Source: an optimization exercise on an open RTL-to-GDS flow (aim: small area). Production flows keep margins and buffers that such runs may drop.
The RTL was checked by simulation tests, not by an equivalence proof against the original design.
The clock port is modelled as an ideal driver; clocking choices that lean on that would not hold on a real chip.
Power is estimated from default activity; no workload was simulated.

== main ==
==> flow/design.v <==
module deframer #(
    parameter MAX_LEN = 128                    
) (
    input  wire                   clk,
    input  wire                   rst,             
    input  wire                   in_vld,
    input  wire                   in_bit,
    input  wire [15:0]            cfg_sync,
    input  wire                   cfg_has_crc,
    input  wire                   cfg_check_crc,
    input  wire [15:0]            cfg_poly,
    output reg                    ev_valid,
    output wire [1:0]             ev_kind,         
    output wire                   ev_ok,
    output wire [7:0]             ev_len,
    output wire [8*MAX_LEN-1:0]   ev_data,         
    output wire [15:0]            ev_crc_calc,
    output wire [15:0]            ev_crc_recv
);
    localparam [1:0] ST_SEARCH  = 2'd0,
                     ST_LENGTH  = 2'd1,
                     ST_PAYLOAD = 2'd2,
                     ST_TRAILER = 2'd3;
    reg  [1:0]  st;
    reg  [15:0] sr;            
    reg  [2:0]  bcnt;          
    reg  [6:0]  kcnt;          
    reg  [7:0]  len;
    reg  [15:0] crc;           
    reg         mism;          
    reg  [8*MAX_LEN-1:0] pbuf;
    wire [15:0] shifted   = {sr[14:0], in_bit};
    wire        byte_end  = (bcnt == 3'd7);
    wire [7:0]  kcnt_inc  = {1'b0, kcnt} + 8'd1;
    wire        last_byte = (kcnt_inc == len);
    wire        verify_en = cfg_has_crc & cfg_check_crc;
    wire        match = ev_valid ? ({15'd0, in_bit} == cfg_sync)
                                 : (shifted == cfg_sync);
    wire [15:0] crc_next = {crc[14:0], 1'b0} ^ (cfg_poly & {16{crc[15] ^ in_bit}});
    wire        step  = in_vld & ~rst;
    wire        pay   = (st == ST_PAYLOAD);
    wire        stb   = step & byte_end;
    wire        wr    = stb & pay;
    wire [7:0]  even_byte = kcnt[0] ? shifted[15:8] : shifted[7:0];
    wire [15:0] pair_data = {shifted[7:0], even_byte};
    genvar k;
    generate
        for (k = 0; k < MAX_LEN / 2; k = k + 1) begin : g_pair
            wire sel  = pay & (kcnt[6:1] == k);
            wire hold = ~sel;
            wire load = sel & stb;
            always @(posedge clk)
                pbuf[16*k +: 16] <= (pbuf[16*k +: 16] & {16{hold}})
                                  | (pair_data & {16{load}});
        end
    endgenerate
    assign ev_data     = pbuf;
    assign ev_len      = len;
    wire   alloc_fail  = (len > MAX_LEN);
    assign ev_kind     = {alloc_fail, mism};
    assign ev_ok       = ~(alloc_fail | mism);
    assign ev_crc_calc = crc;
    assign ev_crc_recv = sr;
    always @(posedge clk) begin
        if (rst) begin
            st       <= ST_SEARCH;
            sr       <= 16'd0;
            ev_valid <= 1'b0;
        end else begin
            ev_valid <= 1'b0;
            if (ev_valid && !in_vld)
                sr <= 16'd0;
            if (in_vld) begin
                case (st)
                    ST_SEARCH: begin
                        sr   <= ev_valid ? {15'd0, in_bit} : shifted;
                        bcnt <= 3'd0;
                        if (match) begin
                            crc <= 16'hFFFF;
                            st  <= ST_LENGTH;
                        end
                    end
                    ST_LENGTH: begin
                        sr   <= shifted;
                        crc  <= crc_next;
                        bcnt <= bcnt + 3'd1;
                        kcnt <= 7'd0;
                        if (byte_end) begin
                            len <= shifted[7:0];
                            if (shifted[7:0] > MAX_LEN) begin
                                ev_valid <= 1'b1;
                                mism     <= 1'b0;
                                st       <= ST_SEARCH;
                            end else if (shifted[7:0] == 8'd0) begin
                                if (cfg_has_crc) begin
                                    st <= ST_TRAILER;
                                end else begin
                                    ev_valid <= 1'b1;
                                    mism     <= 1'b0;
                                    st       <= ST_SEARCH;
                                end
                            end else begin
                                st <= ST_PAYLOAD;
                            end
                        end
                    end
                    ST_PAYLOAD: begin
                        sr   <= shifted;
                        crc  <= crc_next;
                        bcnt <= bcnt + 3'd1;
                        if (byte_end) begin
                            if (last_byte) begin
                                kcnt <= 7'd0;
                                if (cfg_has_crc) begin
                                    st <= ST_TRAILER;
                                end else begin
                                    ev_valid <= 1'b1;
                                    mism     <= 1'b0;
                                    st       <= ST_SEARCH;
                                end
                            end else begin
                                kcnt <= kcnt_inc[6:0];
                            end
                        end
                    end
                    default: begin  
                        sr   <= shifted;
                        bcnt <= bcnt + 3'd1;
                        if (byte_end) begin
                            kcnt[0] <= 1'b1;
                            if (kcnt[0]) begin
                                ev_valid <= 1'b1;
                                mism     <= verify_en && crc != shifted;
                                st       <= ST_SEARCH;
                            end
                        end
                    end
                endcase
            end
        end
    end
endmodule
export LEC_CHECK = 0
export CAP_MARGIN = 5
export CORE_AREA = 2.3 2.72 473.7 101.28
export DIE_AREA = 0 0 476 104
export SLEW_MARGIN = 5
create_clock -name core_clock -period 10.0 [get_ports {clk}]
standard.sh (not shown) runs the stock make flow with config.mk's settings and CLKGATE_MAP_FILE= SYNTH_SCRIPT=/design/flow/synth_recipe.tcl, a recipe that flattens the netlist after the stock synthesis.
==> flow/flow/run.sh <==
#!/bin/bash
# Standard ORFS layout (the standard.sh) with:
#  - port buffers made from the smallest buffer cell,
#  - clock tree from clkbuf_16 buffers (up to 28 sinks) without dummy loads,
#  - leaf clock buffers with a high estimated clock-pin slew upsized
#    after CTS (flow/post_cts.tcl).
set -euo pipefail
here=$(pwd)
bash standard.sh \
  'BUFFER_PORTS_ARGS=-buffer_cell sky130_fd_sc_hd__buf_1' \
  'CTS_ARGS=-sink_clustering_enable -repair_clock_nets -dont_use_dummy_load -buf_list sky130_fd_sc_hd__clkbuf_16 -sink_clustering_size 28 -sink_clustering_max_diameter 50' \
  "POST_CTS_TCL=$here/flow/post_cts.tcl" \
  finish > flow_standard.log 2>&1
==> flow/flow/post_cts.tcl <==
# Upsize clock leaf buffers whose flip-flop clock pins have a high
# estimated slew, then legalize the placement again.
estimate_parasitics -placement
set limit 0.098
set worst [dict create]
foreach pin [all_registers -clock_pins -edge_triggered] {
  set w 0
  foreach e {rise fall} {
    foreach a {min max} {
      set s [get_property $pin slew_${a}_$e]
      if {$s > $w} { set w $s }
    }
  }
  set drv [get_pins -of_objects [get_nets -of_objects $pin] -filter "direction==output"]
  set inst [get_full_name [get_cells -of_objects $drv]]
  if {![dict exists $worst $inst] || [dict get $worst $inst] < $w} { dict set worst $inst $w }
}
set n 0
foreach inst [dict keys $worst] {
  set w [dict get $worst $inst]
  set master [get_property [get_cells $inst] ref_name]
  if {$w > $limit && $master ne "sky130_fd_sc_hd__clkbuf_16"} {
    puts "post_cts: $inst ($master) clock pin slew $w, upsized"
    replace_cell [get_cells $inst] sky130_fd_sc_hd__clkbuf_16
    incr n
  }
}
puts "post_cts: upsized $n clock buffers"
if {$n > 0} {
  detailed_placement
  check_placement -verbose
  estimate_parasitics -placement
}
Setup changes, main to the feature branch
diff --git a/flow/design.v b/flow/design.v
--- a/flow/design.v
+++ b/flow/design.v
@@ -72,24 +72,23 @@
                 sr <= 16'd0;
             if (in_vld) begin
                 case (st)
                     ST_SEARCH: begin
                         sr   <= ev_valid ? {15'd0, in_bit} : shifted;
                         bcnt <= 3'd0;
-                        if (match) begin
-                            crc <= 16'hFFFF;
-                            st  <= ST_LENGTH;
-                        end
+                        crc  <= 16'hFFFF;
+                        if (match)
+                            st <= ST_LENGTH;
                     end
                     ST_LENGTH: begin
                         sr   <= shifted;
                         crc  <= crc_next;
                         bcnt <= bcnt + 3'd1;
                         kcnt <= 7'd0;
+                        len  <= shifted[7:0];
                         if (byte_end) begin
-                            len <= shifted[7:0];
                             if (shifted[7:0] > MAX_LEN) begin
                                 ev_valid <= 1'b1;
                                 mism     <= 1'b0;
                                 st       <= ST_SEARCH;
                             end else if (shifted[7:0] == 8'd0) begin
                                 if (cfg_has_crc) begin
==> run notes <==
- Portion of netlist area occupied by mux cells: main vs the feature branch, no meaningful difference
- Delta (the feature branch minus main): met2 usage in global routing rose by 1.1 points; footprint of the flip-flops and latches stayed essentially flat.
- The feature branch vs. main: relative contribution of sequential cells to total power went up by 0.3 points.
- As far as total length of routed wires is concerned, the feature branch and main perform about the same.
- Final design instance area without fill, the feature branch and main: lower on the feature branch
- Fill cell total of the finished layout for the feature branch: 48 up relative to main
- The feature branch has completed all stages; timing, DRC and antenna checks passed.
- Number of instances in the synthesized netlist of main is on par with the feature branch.
- On required time of the critical path, the lower figure sits with main, not the feature branch.
- Summary of the feature branch over main: met1 track demand over resource fell 0.96 points; post-route met1 wirelength went down by 0.49%; worst setup skew after layout lower.
- As far as final count of negative-setup-slack endpoints is concerned, the feature branch and main perform about the same.

[afterwards: timing with drivers on the ports]
How much do the figures lean on ideal ports? The routed layouts below were timed once more, with nothing changed but the port constraints. Step 1 assumes that a clkbuf_16 drives the clock port and a buf_2 every other input. Step 2, shift: input delay + t, output delay - t, t = (earliest + latest rising clock arrival at the registers) / 2. This alone moves slack from input paths to output paths. Three values: ideal, step 1, step 2; two values: the first two.
run | shift t [ns] | slack for setup (ns) | hold slack, ns | worst setup path after step 2
main | 0.673 | 5.886 / 5.809 / 5.421 | 0.453 / 0.453 / 0.453 | input to register
the feature branch | 0.682 | 6.052 / 6.048 / 5.413 | 0.459 / 0.459 / 0.459 | input to register
After both steps every run listed still meets setup and hold. For the feature branch, which loses most, drivers alone change the setup slack by -0.004 ns; drivers and shift together by -0.639 ns.
